From an optimization exercise on the open Yosys and OpenROAD flow, aimed at small area, a short achievable clock period and few clock cycles; shortcuts taken in it are not production practice.
Where RTL was checked, it was by simulation tests only, not by an equivalence proof against the original.
The RTL of run 3 was laid out without a check of its function.
Power figures rest on the tool's default switching activity, not on a simulated workload.

File: design/flow/config.mk
export PLATFORM = sky130hd
export DESIGN_NAME = sdrb
export DESIGN_NICKNAME = sdrb
export VERILOG_FILES = /design/flow/design.v
export SDC_FILE = /design/flow/constraint.sdc
export NUM_CORES = 8
export LEC_CHECK = 0
export CAP_MARGIN = 20
export CORE_MARGIN = 2
export CORE_UTILIZATION = 25
export SLEW_MARGIN = 20
File: design/flow/constraint.sdc
create_clock -name core_clock -period 60.0 [get_ports {clk}]
set_input_delay 12.0000 -clock core_clock [delete_from_list [all_inputs] [get_ports {clk}]]
set_output_delay 12.0000 -clock core_clock [all_outputs]
set_load 0.01 [all_outputs]
File: design/flow/design.v
module sdrb_fround (
    input  wire              sign,
    input  wire [47:0]       p,
    input  wire signed [9:0] be,
    output wire [31:0]       z
);
    wire        hi   = p[47];
    wire        sub1 = (be <= 10'sd0);           
    wire        sub0 = (be <= 10'sd1);           
    wire        ovf1 = (be >= 10'sd255);
    wire        ovf0 = (be >= 10'sd256);
    wire [9:0]  shw  = 10'd1 - be;
    wire [4:0]  sh   = !sub0 ? 5'd0 : (shw[9:5] != 5'd0) ? 5'd31 : shw[4:0];
    wire [7:0]  e1   = be[7:0];
    wire [7:0]  e0   = be[7:0] - 8'd1;
    wire [47:0] smask = ~({48{1'b1}} << ({1'b0, sh} + 6'd23));
    wire [24:0] vs   = p[47:23] >> sh;
    wire        ss   = |(p & smask);
    reg  [22:0] f;
    reg  [7:0]  e;
    reg         g, s;
    always @* begin
        if (hi ? sub1 : sub0) begin
            f = vs[23:1]; g = vs[0]; s = ss; e = 8'd0;
        end else if (hi) begin
            f = p[46:24]; g = p[23]; s = |p[22:0]; e = e1;
        end else begin
            f = p[45:23]; g = p[22]; s = |p[21:0]; e = e0;
        end
    end
    wire        rnd = g & (s | f[0]);
    wire [30:0] r   = {e, f} + {30'd0, rnd};
    assign z = (hi ? ovf1 : ovf0) ? {sign, 8'hFF, 23'd0} : {sign, r};
endmodule
module sdrb_fmul (
    input  wire [31:0] a,
    input  wire [31:0] b,
    output reg  [31:0] z
);
    wire        sz   = a[31] ^ b[31];
    wire        a_e0 = (a[30:23] == 8'h00), b_e0 = (b[30:23] == 8'h00);
    wire        a_e1 = (a[30:23] == 8'hFF), b_e1 = (b[30:23] == 8'hFF);
    wire        a_fz = (a[22:0] == 23'd0),  b_fz = (b[22:0] == 23'd0);
    wire        a_zero = a_e0 & a_fz, b_zero = b_e0 & b_fz;
    wire [23:0] ms = a_e0 ? {1'b0, a[22:0]} : {~b_e0, b[22:0]};
    wire [23:0] mo = a_e0 ? {~b_e0, b[22:0]} : {1'b1, a[22:0]};
    reg  [4:0]  lz;
    reg  [23:0] mn;
    always @* begin
        mn = ms;
        lz = 5'd0;
        if (mn[23:8] == 16'd0) begin mn = mn << 16; lz = lz + 5'd16; end
        if (mn[23:16] == 8'd0) begin mn = mn << 8;  lz = lz + 5'd8;  end
        if (mn[23:20] == 4'd0) begin mn = mn << 4;  lz = lz + 5'd4;  end
        if (mn[23:22] == 2'd0) begin mn = mn << 2;  lz = lz + 5'd2;  end
        if (mn[23] == 1'b0)    begin mn = mn << 1;  lz = lz + 5'd1;  end
    end
    wire [47:0] p  = mn * mo;
    wire signed [9:0] be = $signed({2'b00, a[30:24], a[23] | a_e0})
                         + $signed({2'b00, b[30:24], b[23] | b_e0})
                         - $signed({5'd0, lz}) - 10'sd126;
    wire [31:0] rz;
    sdrb_fround u_rnd (.sign(sz), .p(p), .be(be), .z(rz));
    always @* begin
        if ((a_e1 & ~a_fz) | (b_e1 & ~b_fz) | (a_e1 & b_zero) | (b_e1 & a_zero))
            z = 32'h7FC00000;
        else if (a_e1 | b_e1)
            z = {sz, 8'hFF, 23'd0};
        else if (a_zero | b_zero)
            z = {sz, 31'd0};
        else
            z = rz;
    end
endmodule
module sdrb_fmul2 (
    input  wire        clk,
    input  wire        hi,
    input  wire [31:0] a,
    input  wire [31:0] b,
    output reg  [31:0] z
);
    wire        b_e0 = (b[30:23] == 8'h00);
    reg  [4:0]  lz;
    reg  [23:0] mn;
    always @* begin
        mn = {~b_e0, b[22:0]};
        lz = 5'd0;
        if (mn[23:8] == 16'd0) begin mn = mn << 16; lz = lz + 5'd16; end
        if (mn[23:16] == 8'd0) begin mn = mn << 8;  lz = lz + 5'd8;  end
        if (mn[23:20] == 4'd0) begin mn = mn << 4;  lz = lz + 5'd4;  end
        if (mn[23:22] == 2'd0) begin mn = mn << 2;  lz = lz + 5'd2;  end
        if (mn[23] == 1'b0)    begin mn = mn << 1;  lz = lz + 5'd1;  end
    end
    reg  [35:0] pl;                    
    reg  [11:0] bh;                    
    reg  signed [9:0] be;
    reg  [1:0]  kind;                  
    reg         sz;
    wire [23:0] ma  = {1'b1, a[22:0]};
    wire [11:0] mul = hi ? bh : mn[11:0];
    wire [35:0] add = hi ? {12'd0, pl[35:12]} : 36'd0;
    wire [35:0] q   = ma * mul + add;
    always @(posedge clk) begin
        if (!hi) begin
            pl <= q;
            bh <= mn[23:12];
            sz <= a[31] ^ b[31];
            be <= $signed({2'b00, a[30:23]})
                + $signed({2'b00, b[30:24], b[23] | b_e0})
                - $signed({5'd0, lz}) - 10'sd126;
            if (((a[30:23] == 8'hFF) & (a[22:0] != 0)) | ((b[30:23] == 8'hFF) & (b[22:0] != 0)) |
                ((a[30:23] == 8'hFF) & (b[30:0] == 0)) | ((b[30:23] == 8'hFF) & (a[30:0] == 0)))
                kind <= 2'd1;
            else if ((a[30:23] == 8'hFF) | (b[30:23] == 8'hFF))
                kind <= 2'd2;
            else if ((a[30:0] == 0) | (b[30:0] == 0))
                kind <= 2'd3;
            else
                kind <= 2'd0;
        end
    end
    wire [31:0] rz;
    sdrb_fround u_rnd (.sign(sz), .p({q, pl[11:0]}), .be(be), .z(rz));
    always @* begin
        case (kind)
            2'd1:    z = 32'h7FC00000;
            2'd2:    z = {sz, 8'hFF, 23'd0};
            2'd3:    z = {sz, 31'd0};
            default: z = rz;
        endcase
    end
endmodule
module sdrb_fadd (
    input  wire [31:0] a,
    input  wire [31:0] b,
    output reg  [31:0] z
);
    wire a_e1 = (a[30:23] == 8'hFF), b_e1 = (b[30:23] == 8'hFF);
    wire a_fz = (a[22:0] == 23'd0),  b_fz = (b[22:0] == 23'd0);
    wire a_zero = (a[30:0] == 31'd0), b_zero = (b[30:0] == 31'd0);
    wire an = (a[30:23] != 8'h00), bn = (b[30:23] != 8'h00);
    wire [7:0] ea = {a[30:24], a[23] | ~an};
    wire [7:0] eb = {b[30:24], b[23] | ~bn};
    wire        swap = b[30:0] > a[30:0];
    wire [8:0]  dab  = {1'b0, ea} - {1'b0, eb};
    wire [8:0]  dba  = {1'b0, eb} - {1'b0, ea};
    wire [7:0]  d    = swap ? dba[7:0] : dab[7:0];
    wire [7:0]  ex   = swap ? eb : ea;
    wire        sx   = swap ? b[31] : a[31];
    wire [26:0] mx   = swap ? {bn, b[22:0], 3'b000} : {an, a[22:0], 3'b000};
    wire [26:0] my   = swap ? {an, a[22:0], 3'b000} : {bn, b[22:0], 3'b000};
    wire [4:0]  ds   = (d[7:5] != 3'd0) ? 5'd31 : d[4:0];
    wire [26:0] mys  = my >> ds;
    wire        stk  = |(my & ~({27{1'b1}} << ds));
    wire [26:0] myj  = {mys[26:1], mys[0] | stk};
    wire        sub = a[31] ^ b[31];
    wire [27:0] sum = sub ? ({1'b0, mx} - {1'b0, myj}) : ({1'b0, mx} + {1'b0, myj});
    reg  [4:0]  lz;
    integer k;
    always @* begin
        lz = 5'd27;
        for (k = 0; k <= 26; k = k + 1) if (sum[k]) lz = 5'd26 - k[4:0];
    end
    wire [7:0]  exm1 = ex - 8'd1;
    wire        lim  = {3'd0, lz} > exm1;
    wire [4:0]  ls   = lim ? exm1[4:0] : lz;
    wire [26:0] n    = sum[26:0] << ls;
    wire [7:0]  en   = lim ? 8'd0 : (ex - {3'd0, lz});
    wire [23:0] m   = sum[27] ? sum[27:4] : n[26:3];
    wire        g   = sum[27] ? sum[3] : n[2];
    wire        st  = sum[27] ? (|sum[2:0]) : (|n[1:0]);
    wire [7:0]  e   = sum[27] ? ex + 8'd1 : en;
    wire        rnd = g & (st | m[0]);
    wire [30:0] r   = {e, m[22:0]} + {30'd0, rnd};
    always @* begin
        if ((a_e1 & ~a_fz) | (b_e1 & ~b_fz) | (a_e1 & b_e1 & (a[31] ^ b[31])))
            z = 32'h7FC00000;
        else if (a_e1)
            z = a;
        else if (b_e1)
            z = b;
        else if (a_zero & b_zero)
            z = {a[31] & b[31], 31'd0};
        else if (sum == 28'd0)
            z = 32'h00000000;
        else if (sum[27] & (ex == 8'hFE))
            z = {sx, 8'hFF, 23'd0};
        else
            z = {sx, r};
    end
endmodule
module sdrb (
    input  wire        clk,
    input  wire        rst_n,
    input  wire        cmd_valid,
    output wire        cmd_ready,
    input  wire [31:0] cmd_word,
    input  wire [31:0] cmd_arg0,
    input  wire [31:0] cmd_arg1,
    output wire        rsp_valid,
    input  wire        rsp_ready,
    output wire [31:0] rsp_data,
    output wire        rsp_err
);
    localparam [31:0] HALF  = 32'h3F000000;
    localparam [31:0] ONE   = 32'h3F800000;
    localparam [31:0] HW_ID = 32'h53440100;
    localparam [7:0] OP_NOP     = 8'h00, OP_INIT    = 8'h01,
                     OP_WRITE   = 8'h10, OP_READ    = 8'h11, OP_SETRP  = 8'h12,
                     OP_RBRESET = 8'h13, OP_RESIZE  = 8'h14, OP_GETCAP = 8'h15,
                     OP_SETCAPF = 8'h16, OP_STEP    = 8'h17, OP_GETWC  = 8'h18,
                     OP_GETRC   = 8'h19, OP_DERESET = 8'h20, OP_SETDLY = 8'h21,
                     OP_SETFB   = 8'h22, OP_SETMIX  = 8'h23, OP_MIXSTEP = 8'h24,
                     OP_PROCESS = 8'h25, OP_BLKWR   = 8'h30, OP_BLKRD  = 8'h31,
                     OP_REGRD   = 8'h40, OP_STATCLR = 8'h41;
    localparam [2:0] S_IDLE = 3'd0, S_EXEC = 3'd1, S_HOLD = 3'd2, S_B = 3'd3,
                     S_C    = 3'd4, S_D    = 3'd5, S_SER  = 3'd6;
    localparam [2:0] P_MOD = 3'd0, P_MUL = 3'd1, P_DIV = 3'd2, P_DLY = 3'd3,
                     P_FIN = 3'd4, P_FINB = 3'd5;
    reg  [2:0]  state;
    reg         rst_q;                   
    reg         rdy_q;                   
    reg         is_step_q, is_proc_q;    
    reg  [7:0]  opc;
    reg         cc;                      
    reg  [3:0]  idx;                     
    reg  [31:0] a0_q, a1_q;
    reg         legal, ch0, ch1, blk_ok, is_ring, is_blk;
    reg         two_ch;                  
    reg  [24:0] capacity;
    reg  [4:0]  alloc;
    reg  [4:0]  wc0, wc1;                
    reg  [23:0] rc0, rc1;                
    reg  [31:0] feedback, mix, omix;     
    reg  [23:0] dsamp;
    reg  [3:0]  st_warn;
    reg  [2:0]  st_err;
    reg  [31:0] err_cmd;                 
    reg  [31:0] store [0:31];            
    reg  [31:0] sv;                      
    reg  [31:0] blk [0:15];              
    reg  [15:0] bv;                      
    reg  [31:0] rsp_q;
    reg         rsp_err_q;
    reg         eng_on, eng_ph;          
    reg         ta_v, ta_c, ta_inv;
    reg  [2:0]  ta_i;
    reg         tc_v, tc_c, tc_inv;
    reg  [2:0]  tc_i;
    reg         td_v, td_c;
    reg  [2:0]  td_i;
    reg  [3:0]  eng_n0, eng_n1;          
    reg         eng_inv1;                
    reg         omix_job;                
    reg         spec_ok;
    reg  [4:0]  spec_rc;                 
    reg  [31:0] x_q, y_q, m1_q, t3_q;
    reg  [2:0]  sp;
    reg  [35:0] acc;
    reg         ovf;                     
    reg         clamp_q;                 
    reg         fin_c;                   
    reg  [9:0]  rem;
    reg  [7:0]  cnt;
    assign cmd_ready = rst_n && rdy_q;
    wire [7:0]  opc_i  = cmd_word[31:24];
    wire [7:0]  chf_i  = cmd_word[23:16];
    wire [15:0] idx_i  = cmd_word[15:0];
    wire        ch0_i  = (chf_i == 8'd0);
    wire        idx0_i = (idx_i == 16'd0);
    reg         legal_i;
    always @* begin
        case (opc_i)
            OP_NOP, OP_INIT, OP_RBRESET, OP_RESIZE, OP_GETCAP, OP_SETCAPF,
            OP_DERESET, OP_SETDLY, OP_SETFB, OP_SETMIX, OP_PROCESS, OP_STATCLR:
                legal_i = ch0_i && idx0_i;
            OP_WRITE, OP_READ, OP_SETRP, OP_STEP, OP_GETWC, OP_GETRC, OP_MIXSTEP:
                legal_i = idx0_i;
            OP_BLKWR, OP_BLKRD:
                legal_i = 1'b1;
            OP_REGRD:
                legal_i = ch0_i && (idx_i <= 16'd12);
            default:
                legal_i = 1'b0;
        endcase
    end
    wire ring_i = (opc_i == OP_INIT)    || (opc_i == OP_WRITE)   || (opc_i == OP_READ)   ||
                  (opc_i == OP_SETRP)   || (opc_i == OP_RBRESET) || (opc_i == OP_RESIZE) ||
                  (opc_i == OP_SETCAPF) || (opc_i == OP_STEP)    || (opc_i == OP_GETWC)  ||
                  (opc_i == OP_GETRC)   || (opc_i == OP_DERESET) || (opc_i == OP_SETDLY) ||
                  (opc_i == OP_SETFB)   || (opc_i == OP_SETMIX)  || (opc_i == OP_MIXSTEP) ||
                  (opc_i == OP_PROCESS);
    wire blk_ok_i = (chf_i[7:1] == 7'd0) && (idx_i[15:3] == 13'd0);
    wire blk_i    = (opc_i == OP_BLKWR) || (opc_i == OP_BLKRD);
    wire ch_valid = ch0 || (two_ch && ch1);
    wire s0_neg   = a0_q[31];
    wire s1_neg   = a1_q[31];
    wire       fr_c = td_v ? td_c : tc_v ? tc_c : ta_c;
    wire [2:0] fr_i = td_v ? td_i : tc_v ? tc_i : ta_i;
    wire pend    = ({cc, idx[2:0]} >= {fr_c, fr_i});
    wire bg_even = eng_on && !eng_ph;
    wire bg_odd  = eng_on && eng_ph;
    wire hazard  = (is_ring && (eng_on || omix_job)) ||
                   (is_blk && eng_on && (pend || (!eng_ph && (opc[0] ? ta_v : td_v))));
    wire [4:0]  wc_c  = cc ? wc1 : wc0;
    wire [23:0] rc_c  = cc ? rc1 : rc0;
    wire        rc_c_bad = (rc_c[23:5] != 19'd0) || (rc_c[4:0] >= alloc);
    wire        wc_c_bad = (wc_c >= alloc);
    wire [3:0]  ns_v = a1_q[3:0];
    wire        proc_arg = s0_neg || (a0_q[30:0] > 31'd2) || s1_neg || (a1_q[30:0] > 31'd8);
    wire        ok0 = (rc0[23:5] == 19'd0) && (rc0[4:0] < alloc) && (wc0 < alloc);
    wire        ok1 = (rc1[23:5] == 19'd0) && (rc1[4:0] < alloc) && (wc1 < alloc);
    wire        grow = (capacity > {20'd0, alloc});
    wire [4:0]  mx0 = (rc0[4:0] > wc0) ? rc0[4:0] : wc0;
    wire [4:0]  mx1 = (rc1[4:0] > wc1) ? rc1[4:0] : wc1;
    wire [4:0]  lim0 = !ok0 ? 5'd0 : (grow ? alloc - mx0 : 5'd16);
    wire [4:0]  lim1 = !ok1 ? 5'd0 : (grow ? alloc - mx1 : 5'd16);
    wire        act0 = (a0_q[1:0] != 2'd0) && (ns_v != 4'd0);
    wire        err0 = act0 && (lim0 < {1'b0, ns_v});
    wire        act1 = (a0_q[1:0] == 2'd2) && (ns_v != 4'd0) && !err0;
    wire        err1 = act1 && two_ch && (lim1 < {1'b0, ns_v});
    wire [3:0]  pn0 = !act0 ? 4'd0 : (err0 ? lim0[3:0] : ns_v);
    wire [3:0]  pn1 = !act1 ? 4'd0 : (err1 ? lim1[3:0] : ns_v);
    reg [31:0] clamp_v;
    reg        clamp_out;
    always @* begin
        if (a0_q[30:23] == 8'hFF && a0_q[22:0] != 0) begin
            clamp_v = ONE;  clamp_out = 1'b1;
        end else if (a0_q[31] && a0_q[30:0] != 0) begin
            clamp_v = 32'd0; clamp_out = 1'b1;
        end else if (a0_q[30:0] == 0) begin
            clamp_v = 32'd0; clamp_out = 1'b0;
        end else if (a0_q[30:0] > ONE[30:0]) begin
            clamp_v = ONE;  clamp_out = 1'b1;
        end else begin
            clamp_v = a0_q; clamp_out = 1'b0;
        end
    end
    wire [7:0]  lag_e   = a0_q[30:23];
    wire        lag_bad = (a0_q == 32'h7F800000);
    wire        lag_int = !(lag_e == 8'hFF) && !a0_q[31] && (lag_e >= 8'd127);
    wire        ex_go    = (state == S_EXEC) && !hazard;
    wire        ex_proc  = ex_go && legal && (opc == OP_PROCESS);
    wire        ex_fg    = ex_go && legal && (opc == OP_STEP || opc == OP_MIXSTEP);
    wire        st_B     = (state == S_B);
    wire        st_C     = (state == S_C);
    wire        st_D     = (state == S_D);
    wire        idle_s   = (state == S_IDLE);
    wire        a_c      = eng_on ? ta_c : ((idle_s || is_proc_q) ? 1'b0 : cc);
    wire [4:0]  wc_a     = a_c ? wc1 : wc0;
    wire [23:0] rc_a     = a_c ? rc1 : rc0;
    wire        spec_go  = ex_proc && !proc_arg && pn0 != 4'd0 && spec_ok;
    wire        doB      = (bg_odd && ta_v) || st_B || spec_go;
    wire        doC      = (bg_odd && tc_v) || st_C;
    wire        doD      = (bg_even && td_v) || st_D;
    wire        m2_hi    = bg_even || st_C;
    wire        do_om    = omix_job && !doB && !doD;
    reg  [3:0]  bsel;
    always @* begin
        if (bg_even && ta_v)          bsel = {ta_c, ta_i};
        else if ((idle_s || is_proc_q) && !eng_on) bsel = 4'd0;
        else              bsel = {cc, idx[2:0]};
    end
    wire [15:0] b_hot = bv & (16'd1 << bsel);
    reg  [31:0] blk_rd;
    integer kb;
    always @* begin
        blk_rd = 32'd0;
        for (kb = 0; kb < 16; kb = kb + 1) blk_rd = blk_rd | (blk[kb] & {32{b_hot[kb]}});
    end
    wire [31:0] s_hot = sv & (32'd1 << {a_c, rc_a[3:0]});
    reg  [31:0] st_rd;
    integer ks;
    always @* begin
        st_rd = 32'd0;
        for (ks = 0; ks < 32; ks = ks + 1) st_rd = st_rd | (store[ks] & {32{s_hot[ks]}});
    end
    wire        fin      = (state == S_SER);
    wire [4:0]  adv_p    = fin ? (fin_c ? wc1 : wc0) : doB ? wc_a :
                           (state == S_EXEC && opc == OP_WRITE && !eng_on) ? wc_c : rc_a[4:0];
    wire [4:0]  adv_x    = adv_p + {4'd0, !fin || clamp_q};
    reg  [4:0]  adv;
    always @* begin
        adv = adv_x;
        if (capacity[24:5] == 20'd0) begin
            if (capacity[4:0] == 5'd1) adv = 5'd0;
            else begin
                if (capacity[4:0] <= 5'd2 && adv >= {capacity[1:0], 3'b000})
                    adv = adv - {capacity[1:0], 3'b000};
                if (capacity[4:0] <= 5'd4 && adv >= {capacity[2:0], 2'b00})
                    adv = adv - {capacity[2:0], 2'b00};
                if (capacity[4:0] <= 5'd8 && adv >= {capacity[3:0], 1'b0})
                    adv = adv - {capacity[3:0], 1'b0};
                if (adv >= capacity[4:0]) adv = adv - capacity[4:0];
            end
        end
    end
    wire [31:0] m1_a = doC ? mix : (is_step_q && !eng_on && !idle_s) ? a1_q : feedback;
    wire [31:0] m1_b = doC ? y_q : st_rd;
    wire [31:0] ad_a = doD ? t3_q : do_om ? ONE : x_q;
    wire [31:0] ad_b = do_om ? {~mix[31], mix[30:0]} : m1_q;
    wire [31:0] m1_z, ad_z, m2_z;
    sdrb_fmul  u_m1 (.a(m1_a), .b(m1_b), .z(m1_z));
    sdrb_fadd  u_ad (.a(ad_a), .b(ad_b), .z(ad_z));
    sdrb_fmul2 u_m2 (.clk(clk), .hi(m2_hi), .a(omix), .b(x_q), .z(m2_z));
    wire        s_bit   = a0_q[31];
    wire [23:0] rc_f    = fin_c ? rc1 : rc0;
    reg  [36:0] as_p, as_q;
    reg         as_inv, as_ci;
    always @* begin
        as_p = 37'd0; as_q = {12'd0, capacity}; as_inv = 1'b1; as_ci = 1'b1;
        case (sp)
            P_MOD:  as_p = {11'd0, acc[24:0], s_bit};
            P_MUL:  begin as_p = {acc, 1'b0}; as_q = s_bit ? {6'd0, a1_q[30:0]} : 37'd0;
                          as_inv = 1'b0; as_ci = 1'b0; end
            P_DLY:  as_p = {1'b0, acc};
            P_FIN:  if (clamp_q) begin as_p = {12'd0, capacity}; as_q = 37'd0; as_ci = 1'b0; end
                    else begin as_p = {32'd0, adv}; as_q = {12'd0, acc[24:0]}; end
            default: begin as_p = {13'd0, rc_f}; as_inv = 1'b0; as_ci = 1'b0; end
        endcase
    end
    wire [37:0] as_z    = {1'b0, as_p} + {1'b0, as_inv ? ~as_q : as_q} + {37'd0, as_ci};
    wire        as_ge   = as_z[37];      
    wire [11:0] dv_v    = {rem, acc[35:34]};
    wire [1:0]  dv_q    = (dv_v >= 12'd3000) ? 2'd3 : (dv_v >= 12'd2000) ? 2'd2 :
                          (dv_v >= 12'd1000) ? 2'd1 : 2'd0;
    wire [11:0] dv_r    = dv_v - (dv_q == 2'd3 ? 12'd3000 : dv_q == 2'd2 ? 12'd2000 :
                                  dv_q == 2'd1 ? 12'd1000 : 12'd0);
    reg  [31:0] ex_data;
    always @* begin
        ex_data = 32'd0;
        case (opc)
            OP_READ:   ex_data = ch_valid ? st_rd : 32'd0;
            OP_BLKRD:  ex_data = blk_rd;
            OP_GETCAP: ex_data = {7'd0, capacity};
            OP_GETWC:  ex_data = ch_valid ? {27'd0, wc_c} : 32'd0;
            OP_GETRC:  ex_data = ch_valid ? {8'd0, rc_c} : 32'd0;
            OP_REGRD:
                case (idx[3:0])
                    4'd0:  ex_data = {21'd0, st_err, 4'd0, st_warn};
                    4'd1:  ex_data = {7'd0, capacity};
                    4'd2:  ex_data = {27'd0, alloc};
                    4'd3:  ex_data = two_ch ? 32'd2 : 32'd1;
                    4'd4:  ex_data = feedback;
                    4'd5:  ex_data = mix;
                    4'd6:  ex_data = {8'd0, dsamp};
                    4'd7:  ex_data = (st_err != 3'd0) ? err_cmd : 32'd0;
                    4'd8:  ex_data = 32'd0;
                    4'd9:  ex_data = 32'd2;
                    4'd10: ex_data = 32'd16;
                    4'd11: ex_data = 32'd8;
                    default: ex_data = HW_ID;
                endcase
            default: ex_data = 32'd0;
        endcase
    end
    reg  [2:0] ex_err;
    reg        ex_long;                  
    always @* begin
        ex_err  = 3'b000;
        ex_long = 1'b0;
        if (!legal) ex_err = 3'b001;
        else case (opc)
            OP_INIT:    if (s0_neg || a0_q[30:0] == 0 || a0_q[30:0] > 31'd16 ||
                            s1_neg || a1_q[30:0] == 0 || a1_q[30:0] > 31'd2) ex_err = 3'b010;
            OP_RESIZE:  if (s0_neg || a0_q[30:0] == 0 || a0_q[30:0] > 31'd16) ex_err = 3'b010;
            OP_SETCAPF: if (s0_neg || a0_q[30:0] == 0 || a0_q[30:0] > 31'h01000000) ex_err = 3'b010;
            OP_WRITE:   if (ch_valid && wc_c_bad) ex_err = 3'b100;
            OP_READ:    if (ch_valid && rc_c_bad) ex_err = 3'b100;
            OP_STEP, OP_MIXSTEP:
                        if (ch_valid && (rc_c_bad || wc_c_bad)) ex_err = 3'b100;
                        else if (ch_valid || opc == OP_MIXSTEP) ex_long = 1'b1;
            OP_SETRP:   if (ch_valid && lag_bad) ex_err = 3'b010;
                        else if (ch_valid) ex_long = 1'b1;
            OP_DERESET, OP_SETDLY:
                        if (s0_neg || s1_neg) ex_err = 3'b010;
                        else ex_long = 1'b1;
            OP_PROCESS: if (proc_arg) ex_err = 3'b010;
                        else if (err0 || err1) ex_err = 3'b100;
            OP_BLKWR, OP_BLKRD:
                        if (!blk_ok) ex_err = 3'b010;
            default: ;
        endcase
    end
    wire ex_rsp  = ex_go && !ex_long;
    wire ex_e    = (ex_err != 3'b000);
    assign rsp_valid = rst_n && rst_q && (ex_rsp || state == S_HOLD);
    assign rsp_data  = (state == S_HOLD) ? rsp_q : (ex_e ? 32'd0 : ex_data);
    assign rsp_err   = (state == S_HOLD) ? rsp_err_q : ex_e;
    wire doA     = (ex_fg && !ex_e && ch_valid) || (ex_proc && !proc_arg && pn0 != 4'd0 && !spec_ok) ||
                   (bg_even && ta_v && !ta_inv);
    wire doB_st  = (bg_odd && ta_v && !ta_inv) || (st_B && ch_valid) || spec_go;
    wire        nx_last = ({1'b0, ta_i} + 4'd1 == (ta_c ? eng_n1 : eng_n0));
    wire        nx_v    = !(nx_last && (ta_c || eng_n1 == 4'd0));
    wire        nx_c    = nx_last ? 1'b1 : ta_c;
    wire [2:0]  nx_i    = nx_last ? 3'd0 : ta_i + 3'd1;
    wire        st_cmd = (state == S_EXEC) && (opc == OP_WRITE) && !eng_on;
    wire        st_we  = doB_st || (ex_go && legal && opc == OP_WRITE && ch_valid && !ex_e);
    wire [31:0] st_wd  = st_cmd ? a0_q : ad_z;
    wire        bl_job = bg_even && td_v;
    wire        bl_we  = bl_job || (ex_go && opc == OP_BLKWR && blk_ok);
    wire [3:0]  bl_a   = bl_job ? {td_c, td_i} : {cc, idx[2:0]};
    wire [31:0] bl_wd  = bl_job ? ad_z : a0_q;
    always @(posedge clk) begin
        if (st_we) store[{a_c, wc_a[3:0]}] <= st_wd;
        if (bl_we) blk[bl_a] <= bl_wd;
    end
    always @(posedge clk) begin
        m1_q  <= m1_z;
        rst_q <= rst_n;
        spec_ok <= rst_q && idle_s && !eng_on;
        spec_rc <= adv;
        rdy_q <= rst_n && rst_q && (state == S_IDLE ? !(cmd_valid && rdy_q) :
                                    state == S_EXEC ? ex_rsp && rsp_ready :
                                    state == S_HOLD && rsp_ready);
        if (!rst_q) begin
            state    <= S_IDLE;
            two_ch   <= 1'b1;
            capacity <= 25'd16;
            alloc    <= 5'd16;
            wc0 <= 5'd0; wc1 <= 5'd0; rc0 <= 24'd0; rc1 <= 24'd0;
            feedback <= HALF;
            mix      <= ONE;
            omix     <= 32'd0;
            dsamp    <= 24'd0;
            st_warn  <= 4'd0;
            st_err   <= 3'd0;
            sv       <= 32'd0;
            bv       <= 16'd0;
            eng_on   <= 1'b0;
            omix_job <= 1'b0;
        end else begin
            if (doA) begin
                if (a_c) rc1 <= {19'd0, adv}; else rc0 <= {19'd0, adv};
            end
            if (doB_st) begin
                sv[{a_c, wc_a[3:0]}] <= 1'b1;
                if (a_c) wc1 <= adv; else wc0 <= adv;
            end
            if (doB) y_q <= doB_st ? ad_z : 32'd0;
            if (m2_hi) t3_q <= m2_z;
            if (do_om) begin
                omix     <= ad_z;
                omix_job <= 1'b0;
            end
            if (idle_s && !eng_on) x_q <= blk_rd;
            if (spec_go) rc0 <= {19'd0, spec_rc};
            if (bg_even) begin
                if (ta_v) x_q <= blk_rd;
                if (td_v) bv[{td_c, td_i}] <= 1'b1;
                td_v   <= 1'b0;
                eng_ph <= 1'b1;
                if (!ta_v && !tc_v) eng_on <= 1'b0;
            end
            if (bg_odd) begin
                td_v <= tc_v; td_c <= tc_c; td_i <= tc_i;
                tc_v <= ta_v; tc_c <= ta_c; tc_i <= ta_i; tc_inv <= ta_inv;
                ta_v <= ta_v && nx_v;
                ta_c <= nx_c; ta_i <= nx_i;
                ta_inv <= nx_c && eng_inv1;
                eng_ph <= 1'b0;
                if (!ta_v && !tc_v) eng_on <= 1'b0;
            end
            case (state)
            S_IDLE: begin
                if (cmd_valid && rdy_q) begin
                    opc     <= opc_i;
                    cc      <= chf_i[0];
                    idx     <= idx_i[3:0];
                    legal   <= legal_i;
                    ch0     <= ch0_i;
                    ch1     <= (chf_i == 8'd1);
                    blk_ok  <= blk_ok_i;
                    is_ring <= legal_i && ring_i;
                    is_blk  <= blk_i && blk_ok_i;
                    a0_q   <= cmd_arg0;
                    a1_q   <= cmd_arg1;
                    is_step_q <= (cmd_word[31:24] == OP_STEP);
                    is_proc_q <= (cmd_word[31:24] == OP_PROCESS);
                    if (st_err == 3'd0) err_cmd <= cmd_word;
                    state  <= S_EXEC;
                end
            end
            S_EXEC: if (!hazard) begin
                rsp_q     <= ex_e ? 32'd0 : ex_data;
                rsp_err_q <= ex_e;
                if (!ex_long) state <= rsp_ready ? S_IDLE : S_HOLD;
                st_err <= st_err | ex_err;
                if (!legal) begin
                end else case (opc)
                OP_INIT: if (!ex_e) begin
                    two_ch   <= a1_q[1];
                    alloc    <= a0_q[4:0];
                    capacity <= {20'd0, a0_q[4:0]};
                    feedback <= HALF;
                    mix      <= ONE;
                    omix     <= 32'd0;
                    omix_job <= 1'b0;
                    dsamp    <= 24'd0;
                    sv <= 32'd0;
                    wc0 <= 5'd0; wc1 <= 5'd0; rc0 <= 24'd0; rc1 <= 24'd0;
                end
                OP_WRITE: begin
                    if (!ch_valid) st_warn[0] <= 1'b1;
                    else if (!ex_e) begin
                        sv[{cc, wc_c[3:0]}] <= 1'b1;
                        if (cc) wc1 <= adv; else wc0 <= adv;
                    end
                end
                OP_READ: begin
                    if (!ch_valid) st_warn[0] <= 1'b1;
                    else if (!ex_e) begin
                        if (cc) rc1 <= {19'd0, adv}; else rc0 <= {19'd0, adv};
                    end
                end
                OP_SETRP: begin
                    if (!ch_valid) st_warn[0] <= 1'b1;
                    else if (!ex_e) begin
                        a0_q    <= {1'b1, a0_q[22:0], 8'd0};
                        cnt     <= lag_int ? lag_e - 8'd126 : 8'd0;
                        acc     <= 36'd0;
                        clamp_q <= 1'b0;
                        fin_c   <= cc;
                        sp      <= P_MOD;
                        state   <= S_SER;
                    end
                end
                OP_RBRESET: begin
                    sv <= 32'd0;
                    wc0 <= 5'd0; wc1 <= 5'd0; rc0 <= 24'd0; rc1 <= 24'd0;
                end
                OP_RESIZE: if (!ex_e) begin
                    alloc    <= a0_q[4:0];
                    capacity <= {20'd0, a0_q[4:0]};
                    sv <= 32'd0;
                    wc0 <= 5'd0; wc1 <= 5'd0; rc0 <= 24'd0; rc1 <= 24'd0;
                end
                OP_SETCAPF: if (!ex_e) capacity <= a0_q[24:0];
                OP_STEP, OP_MIXSTEP: begin
                    if (!ch_valid) st_warn[0] <= 1'b1;
                    if (ex_long) begin
                        x_q   <= a0_q;
                        state <= S_B;
                    end
                end
                OP_GETWC, OP_GETRC: if (!ch_valid) st_warn[0] <= 1'b1;
                OP_DERESET, OP_SETDLY: if (!ex_e) begin
                    a0_q    <= {a0_q[30:0], 1'b0};
                    acc     <= 36'd0;
                    ovf     <= 1'b0;
                    clamp_q <= 1'b0;
                    fin_c   <= 1'b0;
                    cnt     <= 8'd31;
                    sp      <= P_MUL;
                    state   <= S_SER;
                end
                OP_SETFB: begin
                    feedback <= clamp_v;
                    if (clamp_out) st_warn[1] <= 1'b1;
                end
                OP_SETMIX: begin
                    mix <= clamp_v;
                    omix_job <= 1'b1;
                    if (clamp_out) st_warn[2] <= 1'b1;
                end
                OP_PROCESS: if (!proc_arg) begin
                    if (act1 && !two_ch) st_warn[0] <= 1'b1;
                    if (pn0 != 4'd0) begin
                        eng_on   <= 1'b1;
                        td_v     <= 1'b0;
                        eng_n0   <= pn0;
                        eng_n1   <= pn1;
                        eng_inv1 <= !two_ch;
                        if (spec_ok) begin
                            eng_ph <= 1'b0;
                            tc_v   <= 1'b1;
                            tc_c   <= 1'b0;
                            tc_i   <= 3'd0;
                            tc_inv <= 1'b0;
                            ta_v   <= (pn0 != 4'd1) || (pn1 != 4'd0);
                            ta_c   <= (pn0 == 4'd1);
                            ta_i   <= (pn0 == 4'd1) ? 3'd0 : 3'd1;
                            ta_inv <= (pn0 == 4'd1) && !two_ch;
                        end else begin
                            x_q    <= blk_rd;
                            eng_ph <= 1'b1;
                            ta_v   <= 1'b1;
                            ta_c   <= 1'b0;
                            ta_i   <= 3'd0;
                            ta_inv <= 1'b0;
                            tc_v   <= 1'b0;
                        end
                    end
                end
                OP_BLKWR: if (blk_ok) begin
                    bv[{cc, idx[2:0]}] <= 1'b1;
                end
                OP_STATCLR: st_warn <= 4'd0;
                default: ;
                endcase
            end
            S_B: begin
                rsp_q     <= ad_z;
                rsp_err_q <= 1'b0;
                state     <= (opc == OP_STEP) ? S_HOLD : S_C;
            end
            S_C: state <= S_D;
            S_D: begin
                rsp_q     <= ad_z;
                rsp_err_q <= 1'b0;
                state     <= S_HOLD;
            end
            S_SER: begin
                case (sp)
                P_MOD: begin
                    if (cnt == 8'd0) sp <= P_FIN;
                    else if (acc[24:0] == 25'd0 && a0_q[31:24] == 8'd0 && cnt >= 8'd8) begin
                        a0_q <= {a0_q[23:0], 8'd0};
                        cnt  <= cnt - 8'd8;
                    end else begin
                        if (as_ge) acc[24:0] <= as_z[24:0];
                        else       acc[24:0] <= {acc[23:0], s_bit};
                        a0_q <= {a0_q[30:0], 1'b0};
                        cnt  <= cnt - 8'd1;
                    end
                end
                P_MUL: begin
                    if (cnt == 8'd0) begin
                        sp  <= P_DIV;
                        cnt <= 8'd18;
                        rem <= 10'd0;
                    end else if (acc == 36'd0 && a0_q[31:24] == 8'd0 && cnt >= 8'd8) begin
                        a0_q <= {a0_q[23:0], 8'd0};
                        cnt  <= cnt - 8'd8;
                    end else begin
                        acc  <= as_z[35:0];
                        if (as_z[36:35] != 2'd0) ovf <= 1'b1;
                        a0_q <= {a0_q[30:0], 1'b0};
                        cnt  <= cnt - 8'd1;
                    end
                end
                P_DIV: begin
                    if (cnt == 8'd0) sp <= P_DLY;
                    else if (rem == 10'd0 && acc[35:28] == 8'd0 && cnt >= 8'd4) begin
                        acc <= {acc[27:0], 8'd0};
                        cnt <= cnt - 8'd4;
                    end else begin
                        acc <= {acc[33:0], dv_q};
                        rem <= dv_r[9:0];
                        cnt <= cnt - 8'd1;
                    end
                end
                P_DLY: begin
                    if (opc == OP_DERESET) begin
                        if (ovf || acc == 36'd0 || acc > 36'd16) begin
                            st_err[1] <= 1'b1;
                            rsp_q     <= 32'd0;
                            rsp_err_q <= 1'b1;
                            state     <= S_HOLD;
                        end else begin
                            dsamp    <= {19'd0, acc[4:0]};
                            alloc    <= acc[4:0];
                            capacity <= {20'd0, acc[4:0]};
                            sv <= 32'd0;
                            wc0 <= 5'd0; wc1 <= 5'd0; rc0 <= 24'd0; rc1 <= 24'd0;
                            rsp_q     <= 32'd0;
                            rsp_err_q <= 1'b0;
                            state     <= S_HOLD;
                        end
                    end else begin
                        if (ovf || as_ge) begin
                            st_warn[3] <= 1'b1;
                            clamp_q    <= 1'b1;
                        end else begin
                            dsamp <= acc[23:0];
                        end
                        sp <= P_FIN;
                    end
                end
                P_FIN, P_FINB: begin
                    if (sp == P_FIN && clamp_q) dsamp <= as_z[23:0];
                    if (sp == P_FIN && clamp_q) begin
                        if (fin_c) rc1 <= {19'd0, adv}; else rc0 <= {19'd0, adv};
                    end else begin
                        if (fin_c) rc1 <= as_z[23:0]; else rc0 <= as_z[23:0];
                    end
                    if (sp == P_FIN && !clamp_q && !as_ge) sp <= P_FINB;
                    else if (opc == OP_SETDLY && !fin_c && two_ch) begin
                        fin_c <= 1'b1;
                        sp    <= P_FIN;
                    end else begin
                        rsp_q     <= 32'd0;
                        rsp_err_q <= 1'b0;
                        state     <= S_HOLD;
                    end
                end
                default: ;
                endcase
            end
            S_HOLD: if (rsp_ready) state <= S_IDLE;
            default: state <= S_IDLE;
            endcase
        end
    end
endmodule
File: design/flow/flow/run.sh
#!/bin/bash
# Layout flow: the standard flow (standard.sh) unchanged, except that the
# buffers ORFS puts on every input and output port at placement are
# sky130_fd_sc_hd__buf_2 cells instead of the cell buffer_ports picks itself.
# Runs in the work folder; the flow's full output goes to standard.log here.
set -o pipefail
export BUFFER_PORTS_ARGS="-buffer_cell sky130_fd_sc_hd__buf_2"
bash standard.sh > standard.log 2>&1
File: design/flow/standard.sh
#!/bin/bash
# synth_recipe.tcl (not shown) runs the flow's synth.tcl, then flattens the netlist and writes it again
# the make line also repeats each setting of config.mk as NAME=value (left out here)
make -C /OpenROAD-flow-scripts/flow DESIGN_CONFIG=/design/flow/config.mk WORK_HOME=/design/flow/orfs CLKGATE_MAP_FILE= SYNTH_SCRIPT=/design/flow/synth_recipe.tcl "${@:-finish}"
==> results of run 1 <==
cell type report:
type                       count  area, sq um  area share (%)
clock buffer                 283         6290            3.74
inverter                    1049         3940            2.34
sequential                  2238        64100            38.1
antenna                       52          130          0.0774
clock inverter               152         1520           0.906
timing repair buffer         650         4580            2.72
multi-input combinational  10500        77800            46.3
tap                         7810         9770            5.81
layout by cell type, fill, tap and decap left out, types with 117 or more instances in the layout:
cell / synthesis / layout
a222oi_1: 174 / 174
a221oi_1: 209 / 209
and2_1: 278 / 277
buf_2: 32 / 135
mux2i_1: 352 / 338
nor2_1: 1150 / 1087
nor2b_1: 129 / 128
o22ai_1: 130 / 128
xnor2_1: 238 / 234
nor3_1: 273 / 258
a22oi_1: 456 / 456
dfxtp_1: 309 / 308
nand3_1: 386 / 386
ha_1: 541 / 541
nand2_1: 1695 / 1691
a22o_1: 160 / 159
fa_1: 740 / 740
inv_1: 1038 / 1036
a21oi_1: 906 / 894
o211ai_1: 117 / 117
clkbuf_16: 0 / 242
edfxtp_1: 1929 / 1929
o21ai_0: 645 / 556
buf_4: 24 / 509
nand4_1: 197 / 197
cells by family after synthesis:
family,count (synthesis),share of synthesized area [%]
adders and majority gates,1288,14.6
xor gates and xnor gates,357,2.12
muxes,434,3.02
AOI/OAI and AO/OA,3731,17.1
and+or+nand+nor,4716,14.8
DFF,2238,43.2
buffers and inverters,2017,5.23
sequential cells by signal, indices dropped and copies added, names as in the netlist, 32 cells and up:
name      count
x_q          32
m1_q         32
acc          36
t3_q         32
u_m2.pl      36
store      1024
feedback     32
sv           32
mix          32
y_q          32
omix         32
a0_q         32
err_cmd      32
rsp_q        32
blk         512
a1_q         32
per-stage QoR:
step | area, sq um | power [mW]
finish | 168000 | 5.85
global route | 168000 | 5.97
CTS | 168000 | 5.73
detailed placement | 160000 | 4.24
global placement | 160000 | 4.24
floorplan | 148000 | 3.32
worst paths after layout:
check | end | slack, ns
setup / recovery | store[24][19]$_DFFE_PP_ | 33.03
hold / removal | dsamp[22]$_SDFFE_PN0P_ | 0.46
setup reg to reg | store[24][19]$_DFFE_PP_ | 33.03
hold reg to reg | dsamp[22]$_SDFFE_PN0P_ | 0.46
power by group through the flow:
stage,clock network [mW],registers [mW],logic (mW)
floorplan,0,2.25,1.07
global placement,0,2.24,2.00
detailed placement,0,2.24,2.00
CTS,1.52,2.20,2.01
global route,1.57,2.20,2.19
finish,1.52,2.20,2.13
critical path, delay by kind of cell, from the launching register on:
family | cells | cell delay [ns]
muxes | 7 | 2.60
DFF | 1 | 0.57
buffers and inverters | 10 | 3.05
and+or+nand+nor | 27 | 7.87
AOI/OAI and AO/OA | 28 | 9.13
xor gates and xnor gates | 3 | 0.48
adders and majority gates | 8 | 2.66
metal layers:
metal | vias to the layer above | part of all wire (%)
met5 | - | 0.045
met4 | 42 | 6.1
met3 | 1751 | 13
met2 | 8484 | 42
met1 | 64300 | 39
li1 | 53900 | -
==> out/metrics.cfg, run 1 <==
[layout]
n_fill_cell = 61300
nNetsFinal = 16100
synthToLayoutAreaGrowth_pct = 13.4
final_core_util_pct = 28.5
layoutNonFillerInstCount = 22800
drive_above_1_share_pct = 9.79

[pwr]
combPwrFrac_pct = 36.4
p_switching_mw = 2.32
p_sw_share_pct = 39.6
p_per_area_mw_per_mm2 = 34.8
leakage_nw = 60.9
seqPwrFrac_pct = 37.7
ir_drop_v = 0.0000650
clkPwrFrac_pct = 25.9
p_int_mw = 3.53

[synth]
yosysTopAreaCell = edfxtp_1
syn-num-nets = 16200
synth_common_cells = edfxtp_1 (1929), nand2_1 (1695), nor2_1 (1150)
async_flop_share_pct = 0
yosys_warnings = 5
post-synth-top-count-cell = edfxtp_1
ys.flop_type = edfxtp_1
synth_top_area_share_pct = 39.0
syn_inst = 14800
synth_edf_count = 1929
ys_seq_area_share_pct = 43.2
syn_area_sq_mm = 0.148
synthTopCellsByArea = edfxtp_1 (39%), fa_1 (10%), ha_1 (4.6%)
synth_cell_types = 127
syn_avg_cell_area_sq_um = 10.0
ys_ff_latch = 2238

[drt]
drc = 0
vias_per_cell = 5.64
drt_iter0_markers = 20100
wl_per_cell_um = 29.4
num_vias = 128000
postRouteWirelength_um = 668000
ant_nets = 0
drt_pass1_iterations = 10

[grt]
grt_overflow_total = 0
grt-busiest-layer = met2
grt_pass1_vias = 120000
track_usage_pct = 21.3
grt_max_degree = 78
antenna_found_initial = 69
grt_use_met1_pct = 28.0
use_met2_pct = 31.6
grt_pass1_wl_um = 931000
use_met3_pct = 6.13

[clock_network]
clockBufferDepth = 4
post_cts_resized = 0
cts.sinks = 2238
clk_latency_ns = 1.00
clk_pin_slew_ns = 0.07
htree_levels = 4
post-cts-setup-buffer-count = 0
numCtsBuffers = 237
root_buffer = clkbuf_16
hold_buffers = 0
cts_tree = done

[setup_path]
worstPathMaxFanout = 66
slowest_stage = o21ai_2
crit_path_end_kind = flip-flop
start_kind = flip-flop
worstPathArrival_ns = 27.53
setup.worst_path.start = wc0[2]$_SDFF_PN0_
worstRegToRegCells = 83
reg2reg_from = wc0[2]$_SDFF_PN0_
critical-path-max-stage-delay_ns = 1.11
path_common_cell = ha_1
required_ns = 60.56
crit_type = reg -> reg

[floorplan]
die-area_sq_mm = 0.600
die_w_um = 774
io_pins = 135
core-area_sq_mm = 0.590
fp.dieH_um = 774
start_util_pct = 25.1
rows = 282

[timing]
slew_headroom_pct = 8.91
hold_viol = 0
rsz0062_at_grt = false
fin_crit_ns = 26.97
fin_tns_setup_ns = 0
holdWs_ns = 0.456
finClkSkew_ns = 0.139
setup_viol = 0
period_share_pct = 44.9
drv_slew = 0
worst_slack_ns = 33.03
max_freq_mhz = 37.1
tightest_slew_ns = 1.36

[placed_design]
dp.cells = 22300
place_congestion = 1.00
numPortBuffers = 134
post-place-ws_ns = 33.71
dpl.hpwl_um = 471000

[flow_run]
drv_cap = 0

[run_status]
status = no timing/DRC/antenna violations

[min_path]
hp-class = reg -> reg
holdPathStages = 2
min-delay-start = dsamp[22]$_SDFFE_PN0P_

Testbench counts, summed over its fixed seeds: cycles 14,562.
==> run 2, diff against run 1 <==
==> design/flow/run.sh (new file) <==
#!/bin/bash
# synth_recipe.tcl (not shown) runs the flow's synth.tcl, then flattens the netlist and writes it again
# the make line also repeats each setting of config.mk as NAME=value (left out here)
make -C /OpenROAD-flow-scripts/flow DESIGN_CONFIG=/design/flow/config.mk WORK_HOME=/design/flow/orfs CLKGATE_MAP_FILE= SYNTH_SCRIPT=/design/flow/synth_recipe.tcl finish
removed: design/flow/flow/run.sh
removed: design/flow/standard.sh
==> run 2 against run 1 <==
Compared with the run above: synthesized cell count is the same; sequential share of layout area is 0.085 points lower; critical path type unchanged; wire length is 0.76% lower; sequential power about the same; clock power shrank 3%; global-route usage fell by 0.17 points; non-clock buffer count down 4; clock skew shrank 0.017 ns.
==> out/metrics.cfg, run 2 <==
[run_status]
status = no timing/DRC/antenna violations

[placed_design]
numPortBuffers = 134
place_congestion = 0.993
dpl.hpwl_um = 464000
post-place-ws_ns = 34.12

[setup_path]
critical-path-max-stage-delay_ns = 1.03
worstPathArrival_ns = 27.08
setup.worst_path.start = wc0[2]$_SDFF_PN0_
crit_path_end_kind = flip-flop
path_common_cell = ha_1
required_ns = 60.51
slowest_stage = o21ai_1
start_kind = flip-flop
reg2reg_from = wc0[2]$_SDFF_PN0_
r2r_end = blk[9][29]$_DFFE_PP_
worstPathMaxFanout = 79
regToRegSetupSlack_ns = 33.43
crit_type = reg -> reg
worstRegToRegCells = 83

[pwr]
leakage_nw = 60.7
total_power_mw = 5.80
ir_drop_v = 0.0000685
p_per_area_mw_per_mm2 = 34.4

[synth]
syn_area_sq_mm = 0.148
synth_top_area_share_pct = 39.0
ys_seq_area_share_pct = 43.2
synth-xor-area-share_pct = 2.12
synth_top_family_by_area = compound AO/OA/AOI/OAI gates
yosysTopAreaCell = edfxtp_1
post-synth-top-count-cell = edfxtp_1
synth_cell_types = 127
synthAdderAreaFrac_pct = 14.6
syn_avg_cell_area_sq_um = 10.0
ys_ff_latch = 2238
syn_inst = 14800
yosys_warnings = 5
async_flop_share_pct = 0
synth_mux_area_share_pct = 3.02
synthTopCellsByArea = edfxtp_1 (39%), fa_1 (10%), ha_1 (4.6%)
synth_common_cells = edfxtp_1 (1929), nand2_1 (1695), nor2_1 (1150)
synth-compound-area-share_pct = 17.1
synth_edf_count = 1929
syn-num-nets = 16200
yosys.area_share.simple_pct = 14.8
ys.flop_type = edfxtp_1

[floorplan]
rows = 282
fp.dieH_um = 774
die-area_sq_mm = 0.600
die_w_um = 774
core-area_sq_mm = 0.590
io_pins = 135
start_util_pct = 25.1

[timing]
finClkSkew_ns = 0.122
tightest_slew_ns = 1.43
hold_viol = 0
drv_slew = 0
slew_headroom_pct = 4.15
holdWs_ns = 0.455
setup_viol = 0
max_freq_mhz = 37.6
worst_slack_ns = 33.43
fin_crit_ns = 26.57
rsz0062_at_grt = false
fin_tns_setup_ns = 0
period_share_pct = 44.3

[clock_network]
clk_latency_ns = 0.99
hold_buffers = 0
post_cts_resized = 0
clk_pin_slew_ns = 0.07
htree_levels = 4
post-cts-setup-buffer-count = 0
root_buffer = clkbuf_16
cts.sinks = 2238
clockBufferDepth = 4
numCtsBuffers = 235
cts_tree = done

[layout]
final_core_util_pct = 28.6
register_area_sq_mm = 0.0641
final_cell_mix = edfxtp_1 (1929), nand2_1 (1692), nor2_1 (1086)
layout_commonest_cell = edfxtp_1
multi_input_area_sq_mm = 0.0778
drive_above_1_share_pct = 8.75
largest_register_ffs = 1024
nNetsFinal = 16100
n_fill_cell = 61300
synthToLayoutAreaGrowth_pct = 13.6

[grt]
grt_max_degree = 95
grt_overflow_total = 0
antenna_found_initial = 59
grt_pass1_wl_um = 924000
track_usage_pct = 21.1
grt_pass1_vias = 120000

[drt]
drt_pass1_iterations = 9
wl_per_cell_um = 29.2
vias_per_cell = 5.62
postRouteWirelength_um = 663000
drt_iter0_markers = 19800
num_vias = 128000
drc = 0
ant_nets = 0

[min_path]
min-delay-start = dsamp[11]$_SDFFE_PN0P_
hp-class = reg -> reg
whs_endpoint = dsamp[11]$_SDFFE_PN0P_
holdPathStages = 2

[flow_run]
drv_cap = 0

run 2: changes by cell type in the layout (fill, tap and decap cells not counted), moves of 3 or more:
| cell | delta |
|---|---|
| o21ai_4 | +5 |
| clkinv_1 | -7 |
| clkinv_2 | -7 |
| bufinv_16 | -10 |
| inv_6 | +3 |
| diode_2 | -8 |
| clkinvlp_4 | +4 |
| clkdlybuf4s50_1 | +134 |
| clkbuf_1 | +15 |
| buf_2 | -135 |
| clkbuf_8 | -6 |
| o21ai_2 | -7 |
| buf_4 | -3 |
| inv_4 | +3 |
run 2: final cells by class:
class / instances / area share, %
sequential: 2238 / 38.0
antenna: 44 / 0.0653
clock inverter: 140 / 0.772
timing repair buffer: 646 / 3.10
inverter: 1049 / 2.34
multi-input combinational: 10500 / 46.2
tap: 7810 / 5.80
clock buffer: 293 / 3.73
run 2: worst max path at each step:
stage,slack (ns),endpoint
final,33.43,blk[9][29]$_DFFE_PP_
after floorplan,35.78,rsp_valid
after detailed placement,34.12,blk[10][26]$_DFFE_PP_
after global routing,32.18,blk[2][20]$_DFFE_PP_
after CTS,34.04,blk[14][26]$_DFFE_PP_
after global placement,34.08,store[7][19]$_DFFE_PP_
run 2: critical path: cells and delay by family, from the launching register on:
| family | cells | cell delay (ns) |
|---|---|---|
| and+or+nand+nor | 26 | 6.83 |
| adders and majority gates | 8 | 2.76 |
| xor gates and xnor gates | 2 | 0.27 |
| AOI/OAI and AO/OA | 29 | 9.68 |
| buffers and inverters | 12 | 3.86 |
| muxes | 6 | 1.90 |
| DFF | 1 | 0.60 |
run 2: cells by family after synthesis:
family | after synthesis
AOI/OAI and AO/OA | 3731
xor gates and xnor gates | 357
adders and majority gates | 1288
buffers and inverters | 2017
DFF | 2238
muxes | 434
and+or+nand+nor | 4716
run 2: through the flow:
step / area [sq um] / cells
2_1_floorplan: 148000 / 14800
6_report: 169000 / 22700
3_3_place_gp: 161000 / 22300
4_1_cts: 168000 / 22700
5_1_grt: 168000 / 22700
3_5_place_dp: 161000 / 22300
run 2: report_power, final:
group	switching, mW	internal [mW]	leakage [nW]	total, mW
Sequential	0.0166	2.19	20.0	2.21
Clock	0.657	0.819	3.71	1.48
Combinational	1.64	0.479	36.9	2.12
Total	2.31	3.49	60.7	5.80
run 2: routing by layer:
metal  global-route usage (%)  up-vias  share of wire (%)
met3                     5.97     1619                 12
met4                     10.4       44                5.7
met1                     27.6    64000                 39
li1                         -    53800                  -
met5                        0        -              0.062
met2                     31.9     8307                 43
==> run 3, diff against run 2 <==
--- a/design/flow/design.v
+++ b/design/flow/design.v
@@ -103,19 +103,17 @@
     always @(posedge clk) begin
-        if (!hi) begin
-            pl <= q;
-            bh <= mn[23:12];
-            sz <= a[31] ^ b[31];
-            be <= $signed({2'b00, a[30:23]})
-                + $signed({2'b00, b[30:24], b[23] | b_e0})
-                - $signed({5'd0, lz}) - 10'sd126;
-            if (((a[30:23] == 8'hFF) & (a[22:0] != 0)) | ((b[30:23] == 8'hFF) & (b[22:0] != 0)) |
-                ((a[30:23] == 8'hFF) & (b[30:0] == 0)) | ((b[30:23] == 8'hFF) & (a[30:0] == 0)))
-                kind <= 2'd1;
-            else if ((a[30:23] == 8'hFF) | (b[30:23] == 8'hFF))
-                kind <= 2'd2;
-            else if ((a[30:0] == 0) | (b[30:0] == 0))
-                kind <= 2'd3;
-            else
-                kind <= 2'd0;
-        end
+        pl <= q;
+        bh <= mn[23:12];
+        sz <= a[31] ^ b[31];
+        be <= $signed({2'b00, a[30:23]})
+            + $signed({2'b00, b[30:24], b[23] | b_e0})
+            - $signed({5'd0, lz}) - 10'sd126;
+        if (((a[30:23] == 8'hFF) & (a[22:0] != 0)) | ((b[30:23] == 8'hFF) & (b[22:0] != 0)) |
+            ((a[30:23] == 8'hFF) & (b[30:0] == 0)) | ((b[30:23] == 8'hFF) & (a[30:0] == 0)))
+            kind <= 2'd1;
+        else if ((a[30:23] == 8'hFF) | (b[30:23] == 8'hFF))
+            kind <= 2'd2;
+        else if ((a[30:0] == 0) | (b[30:0] == 0))
+            kind <= 2'd3;
+        else
+            kind <= 2'd0;
     end
@@ -222,3 +220,3 @@
     reg         rdy_q;                   
-    reg         is_step_q, is_proc_q;    
+    reg         is_step_q;               
     reg  [7:0]  opc;
@@ -348,3 +346,3 @@
     wire        idle_s   = (state == S_IDLE);
-    wire        a_c      = eng_on ? ta_c : ((idle_s || is_proc_q) ? 1'b0 : cc);
+    wire        a_c      = eng_on ? ta_c : cc;
     wire [4:0]  wc_a     = a_c ? wc1 : wc0;
@@ -355,9 +353,8 @@
     wire        doD      = (bg_even && td_v) || st_D;
-    wire        m2_hi    = bg_even || st_C;
-    wire        do_om    = omix_job && !doB && !doD;
+    wire        m2_hi    = bg_odd || st_C;
+    wire        do_om    = omix_job;
     reg  [3:0]  bsel;
     always @* begin
-        if (bg_even && ta_v)          bsel = {ta_c, ta_i};
-        else if ((idle_s || is_proc_q) && !eng_on) bsel = 4'd0;
-        else              bsel = {cc, idx[2:0]};
+        if (bg_even && ta_v) bsel = {ta_c, ta_i};
+        else                 bsel = {cc, idx[2:0]};
     end
@@ -397,3 +394,3 @@
     end
-    wire [31:0] m1_a = doC ? mix : (is_step_q && !eng_on && !idle_s) ? a1_q : feedback;
+    wire [31:0] m1_a = doC ? mix : (is_step_q && !eng_on) ? a1_q : feedback;
     wire [31:0] m1_b = doC ? y_q : st_rd;
@@ -503,5 +500,22 @@
     wire [31:0] bl_wd  = bl_job ? ad_z : a0_q;
+    wire [31:0] st_hot = 32'd1 << {a_c, wc_a[3:0]};
+    wire [15:0] bl_hot = 16'd1 << bl_a;
+    wire        st_clr = (ex_go && legal && !ex_e &&
+                          (opc == OP_INIT || opc == OP_RBRESET || opc == OP_RESIZE)) ||
+                         (state == S_SER && sp == P_DLY && opc == OP_DERESET &&
+                          !(ovf || acc == 36'd0 || acc > 36'd16));
+    genvar gk;
+    generate
+        for (gk = 0; gk < 32; gk = gk + 1) begin : g_st
+            always @(posedge clk) if (st_we && st_hot[gk]) store[gk] <= st_wd;
+        end
+        for (gk = 0; gk < 16; gk = gk + 1) begin : g_bl
+            always @(posedge clk) if (bl_we && bl_hot[gk]) blk[gk] <= bl_wd;
+        end
+    endgenerate
     always @(posedge clk) begin
-        if (st_we) store[{a_c, wc_a[3:0]}] <= st_wd;
-        if (bl_we) blk[bl_a] <= bl_wd;
+        if (!rst_q || st_clr) sv <= 32'd0;
+        else if (st_we)       sv <= sv | st_hot;
+        if (!rst_q)           bv <= 16'd0;
+        else if (bl_we)       bv <= bv | bl_hot;
     end
@@ -509,2 +523,3 @@
         m1_q  <= m1_z;
+        t3_q  <= m2_z;
         rst_q <= rst_n;
@@ -517,2 +532,3 @@
             state    <= S_IDLE;
+            cc <= 1'b0; idx <= 4'd0; is_step_q <= 1'b0;
             two_ch   <= 1'b1;
@@ -527,4 +543,2 @@
             st_err   <= 3'd0;
-            sv       <= 32'd0;
-            bv       <= 16'd0;
             eng_on   <= 1'b0;
@@ -536,3 +550,2 @@
             if (doB_st) begin
-                sv[{a_c, wc_a[3:0]}] <= 1'b1;
                 if (a_c) wc1 <= adv; else wc0 <= adv;
@@ -540,3 +553,2 @@
             if (doB) y_q <= doB_st ? ad_z : 32'd0;
-            if (m2_hi) t3_q <= m2_z;
             if (do_om) begin
@@ -549,3 +561,2 @@
                 if (ta_v) x_q <= blk_rd;
-                if (td_v) bv[{td_c, td_i}] <= 1'b1;
                 td_v   <= 1'b0;
@@ -578,3 +589,2 @@
                     is_step_q <= (cmd_word[31:24] == OP_STEP);
-                    is_proc_q <= (cmd_word[31:24] == OP_PROCESS);
                     if (st_err == 3'd0) err_cmd <= cmd_word;
@@ -587,2 +597,5 @@
                 if (!ex_long) state <= rsp_ready ? S_IDLE : S_HOLD;
+                if (!ex_long && rsp_ready) begin
+                    cc <= 1'b0; idx <= 4'd0; is_step_q <= 1'b0;
+                end
                 st_err <= st_err | ex_err;
@@ -599,3 +612,2 @@
                     dsamp    <= 24'd0;
-                    sv <= 32'd0;
                     wc0 <= 5'd0; wc1 <= 5'd0; rc0 <= 24'd0; rc1 <= 24'd0;
@@ -605,3 +617,2 @@
                     else if (!ex_e) begin
-                        sv[{cc, wc_c[3:0]}] <= 1'b1;
                         if (cc) wc1 <= adv; else wc0 <= adv;
@@ -628,3 +639,2 @@
                 OP_RBRESET: begin
-                    sv <= 32'd0;
                     wc0 <= 5'd0; wc1 <= 5'd0; rc0 <= 24'd0; rc1 <= 24'd0;
@@ -634,3 +644,2 @@
                     capacity <= {20'd0, a0_q[4:0]};
-                    sv <= 32'd0;
                     wc0 <= 5'd0; wc1 <= 5'd0; rc0 <= 24'd0; rc1 <= 24'd0;
@@ -695,3 +704,2 @@
                 OP_BLKWR: if (blk_ok) begin
-                    bv[{cc, idx[2:0]}] <= 1'b1;
                 end
@@ -727,7 +735,3 @@
                 P_MUL: begin
-                    if (cnt == 8'd0) begin
-                        sp  <= P_DIV;
-                        cnt <= 8'd18;
-                        rem <= 10'd0;
-                    end else if (acc == 36'd0 && a0_q[31:24] == 8'd0 && cnt >= 8'd8) begin
+                    if (acc == 36'd0 && a0_q[31:24] == 8'd0 && cnt >= 8'd8) begin
                         a0_q <= {a0_q[23:0], 8'd0};
@@ -740,6 +744,10 @@
                     end
+                    if (cnt == 8'd1 || (cnt == 8'd8 && acc == 36'd0 && a0_q[31:24] == 8'd0)) begin
+                        sp  <= P_DIV;
+                        cnt <= 8'd18;
+                        rem <= 10'd0;
+                    end
                 end
                 P_DIV: begin
-                    if (cnt == 8'd0) sp <= P_DLY;
-                    else if (rem == 10'd0 && acc[35:28] == 8'd0 && cnt >= 8'd4) begin
+                    if (rem == 10'd0 && acc[35:28] == 8'd0 && cnt >= 8'd4) begin
                         acc <= {acc[27:0], 8'd0};
@@ -751,2 +759,4 @@
                     end
+                    if (cnt == 8'd1 || (cnt == 8'd4 && rem == 10'd0 && acc[35:28] == 8'd0))
+                        sp <= P_DLY;
                 end
@@ -763,4 +773,3 @@
                             capacity <= {20'd0, acc[4:0]};
-                            sv <= 32'd0;
-                            wc0 <= 5'd0; wc1 <= 5'd0; rc0 <= 24'd0; rc1 <= 24'd0;
+                                    wc0 <= 5'd0; wc1 <= 5'd0; rc0 <= 24'd0; rc1 <= 24'd0;
                             rsp_q     <= 32'd0;
@@ -799,3 +808,6 @@
             end
-            S_HOLD: if (rsp_ready) state <= S_IDLE;
+            S_HOLD: if (rsp_ready) begin
+                state <= S_IDLE;
+                cc <= 1'b0; idx <= 4'd0; is_step_q <= 1'b0;
+            end
             default: state <= S_IDLE;
==> design/flow/flow/run.sh (new file) <==
#!/bin/bash
# Layout flow: the standard flow (standard.sh) unchanged, except that the
# buffers ORFS puts on every input and output port at placement are
# sky130_fd_sc_hd__buf_2 cells instead of the cell buffer_ports picks itself.
# Runs in the work folder; the flow's full output goes to standard.log here.
set -o pipefail
export BUFFER_PORTS_ARGS="-buffer_cell sky130_fd_sc_hd__buf_2"
bash standard.sh > standard.log 2>&1
==> design/flow/standard.sh (new file) <==
#!/bin/bash
# synth_recipe.tcl (not shown) runs the flow's synth.tcl, then flattens the netlist and writes it again
# the make line also repeats each setting of config.mk as NAME=value (left out here)
make -C /OpenROAD-flow-scripts/flow DESIGN_CONFIG=/design/flow/config.mk WORK_HOME=/design/flow/orfs CLKGATE_MAP_FILE= SYNTH_SCRIPT=/design/flow/synth_recipe.tcl "${@:-finish}"
removed: design/flow/run.sh
==> run 3 against run 2 <==
Compared with the run above: cell area is 0.81% higher; first-iteration DRC count is 6.5% lower; highest routed layer unchanged; sequential power is 12% higher; clock power hardly changed; synthesized cell count is 1.4% higher; count of clock-buffer cells in the layout is 13 lower; largest cell class unchanged; combinational power is 97% higher; critical endpoint is now rsp_valid; setup slack better by 2.1 ns; total power is 40% higher.
==> out/metrics.cfg, run 3 <==
[layout]
nNetsFinal = 16300
layout_commonest_cell = edfxtp_1
synthToLayoutAreaGrowth_pct = 13.4
layoutNonFillerInstCount = 23200
largest_register_ffs = 1024
n_fill_cell = 62400

[timing]
max_freq_mhz = 40.8
setup_viol = 0
drv_slew = 0
hold_viol = 0
fin_crit_ns = 24.48
tightest_slew_ns = 1.35
fin_tns_setup_ns = 0
period_share_pct = 40.8

[clock_network]
cts_tree = done
clk_pin_slew_ns = 0.05
post-cts-setup-buffer-count = 0
hold_buffers = 0
post_cts_resized = 0
cts.sinks = 2237
clk_latency_ns = 1.01

[min_path]
hp-class = reg -> reg
holdPathStages = 1

[grt]
antenna_found_initial = 82
grt_pass1_wl_um = 912000
grt_pass1_vias = 121000
track_usage_pct = 20.6

[synth]
ys_ff_latch = 2237
synth_top_area_share_pct = 36.7
yosysTopAreaCell = edfxtp_1
syn_avg_cell_area_sq_um = 10.0
synthTopCellsByArea = edfxtp_1 (37%), fa_1 (9.9%), dfxtp_1 (5.5%)
synth_cell_types = 128
syn_inst = 15000
syn_area_sq_mm = 0.150
ys.flop_type = edfxtp_1
ys_seq_area_share_pct = 42.1
syn-num-nets = 16400
yosys_warnings = 7
synth_edf_count = 1829
post-synth-top-count-cell = edfxtp_1

[placed_design]
dpl_cell_area_sq_mm = 0.162
dp.cells = 22700
place_congestion = 1.02
numPortBuffers = 134

[setup_path]
critical-path-max-stage-delay_ns = 0.16
slowest_stage = buf_2
crit_family = buffers and inverters
required_ns = 48.00
crit_type = in -> out
crit_path_end_kind = output port
worstPathMaxFanout = 3
r2r_end = rsp_q[16]$_DFFE_PP_

[floorplan]
io_pins = 135
core-area_sq_mm = 0.598
die_w_um = 778
die-area_sq_mm = 0.606
start_util_pct = 25.1

[pwr]
leakage_nw = 62.1
ir_drop_v = 0.000132
total_power_mw = 8.14
p_per_area_mw_per_mm2 = 47.9

[drt]
drt_iter0_markers = 18500
ant_nets = 0
num_vias = 129000
drt_pass1_iterations = 7
postRouteWirelength_um = 654000
drc = 0

[run_status]
status = no timing/DRC/antenna violations

[flow_run]
drv_cap = 0

==> run 3: cell count changes after synthesis, moves of 60 or more <==
cell and delta:
buf_2 +62, o21ai_0 -88, nand2b_1 +74, nand2_1 -60
a22oi_1 +98, a222oi_1 -81, o21a_1 +62, edfxtp_1 -100
nor2b_1 +60, and2_1 -78, inv_1 +106, a21oi_1 -188
dfxtp_1 +99
==> run 3: logic make-up (layout without fill, tap and decap cells) <==
family                   after synthesis  after routing  share of synthesized area [%]
buffers and inverters               2109           2247                           5.47
AND/OR/NAND/NOR                     4816           4816                           15.3
multiplexers                         526            526                           3.72
AO/OA/AOI/OAI                       3690           3690                           17.0
XOR/XNOR                             342            342                           2.02
adder cells (fa/ha/maj)             1270           1270                           14.3
other                                  0             75                              0
flip-flops                          2237           2237                           42.1
==> run 3: metal layers <==
| layer | global-route usage (%) | share of wire (%) | vias up | routed length, um |
|---|---|---|---|---|
| li1 | - | - | 54600 | - |
| met1 | 26.9 | 39 | 64400 | 255000 |
| met2 | 30.8 | 42 | 8237 | 278000 |
| met3 | 6.27 | 12 | 1562 | 80900 |
| met4 | 10.6 | 6.2 | 38 | 40400 |
| met5 | 0 | 0.074 | - | 481 |
==> run 3: per-stage QoR <==
step	hold WS [ns]	setup slack (ns)	util (%)
detailed placement	0.428	35.51	27.1
finish	0.434	35.52	28.4
CTS	0.436	35.51	28.4
floorplan	0.410	35.76	-
global route	0.458	35.48	28.4
global placement	0.424	35.52	27.1
==> run 3: where the power goes <==
group | internal, mW | switching, mW | total, mW
clock | 0.825 | 0.654 | 1.48
sequential | 2.45 | 0.0325 | 2.48
combinational | 1.02 | 3.15 | 4.18
==> run 3: worst max-delay path by stage <==
stage                      to  slack [ns]   from  depth (start not counted)
floorplan           rsp_valid       35.76  rst_n                          2
global placement    rsp_valid       35.52  rst_n                          4
detailed placement  rsp_valid       35.51  rst_n                          4
CTS                 rsp_valid       35.51  rst_n                          4
global route        rsp_valid       35.48  rst_n                          4
finish              rsp_valid       35.52  rst_n                          4
==> run 3: area by class of cell <==
| type | count | area [sq um] | area share [%] |
|---|---|---|---|
| Antenna cell | 75 | 188 | 0.110 |
| Clock buffer | 280 | 6170 | 3.63 |
| Clock inverter | 154 | 1470 | 0.865 |
| Inverter | 1160 | 4350 | 2.56 |
| Multi-Input combinational cell | 10600 | 80100 | 47.1 |
| Sequential cell | 2237 | 63100 | 37.1 |
| Tap cell | 8008 | 10000 | 5.90 |
| Timing Repair Buffer | 653 | 4570 | 2.69 |

## separate check: timing with driven ports
In the flow no input, the clock included, has a driving cell. The finished layouts below were timed again as built, in two steps. Step 1 sets driving cells, clkbuf_16 on the clock port and buf_2 on the other inputs (assumed; they add their load-dependent delay and slew). Step 2, shift: input delay + t, output delay - t, t = (earliest + latest rising clock arrival at the registers) / 2. This alone moves slack from input paths to output paths. a / b / c = ideal ports / drivers / drivers and shift; a / b = the first two.
| run | shift t [ns] | slack for setup (ns) | worst hold slack (ns) |
|---|---|---|---|
| run 1 | 1.018 | 33.034 / 33.034 / 33.034 | 0.456 / 0.456 / 0.456 |
| run 2 | 1.013 | 33.429 / 33.429 / 33.429 | 0.455 / 0.455 / 0.455 |
| run 3 | 1.032 | 35.518 / 35.494 / 35.494 | 0.434 / 0.434 / 0.434 |
After both steps every run listed still meets setup and hold. For run 3, which loses most, drivers alone change the setup slack by -0.024 ns; drivers and shift together by -0.024 ns.
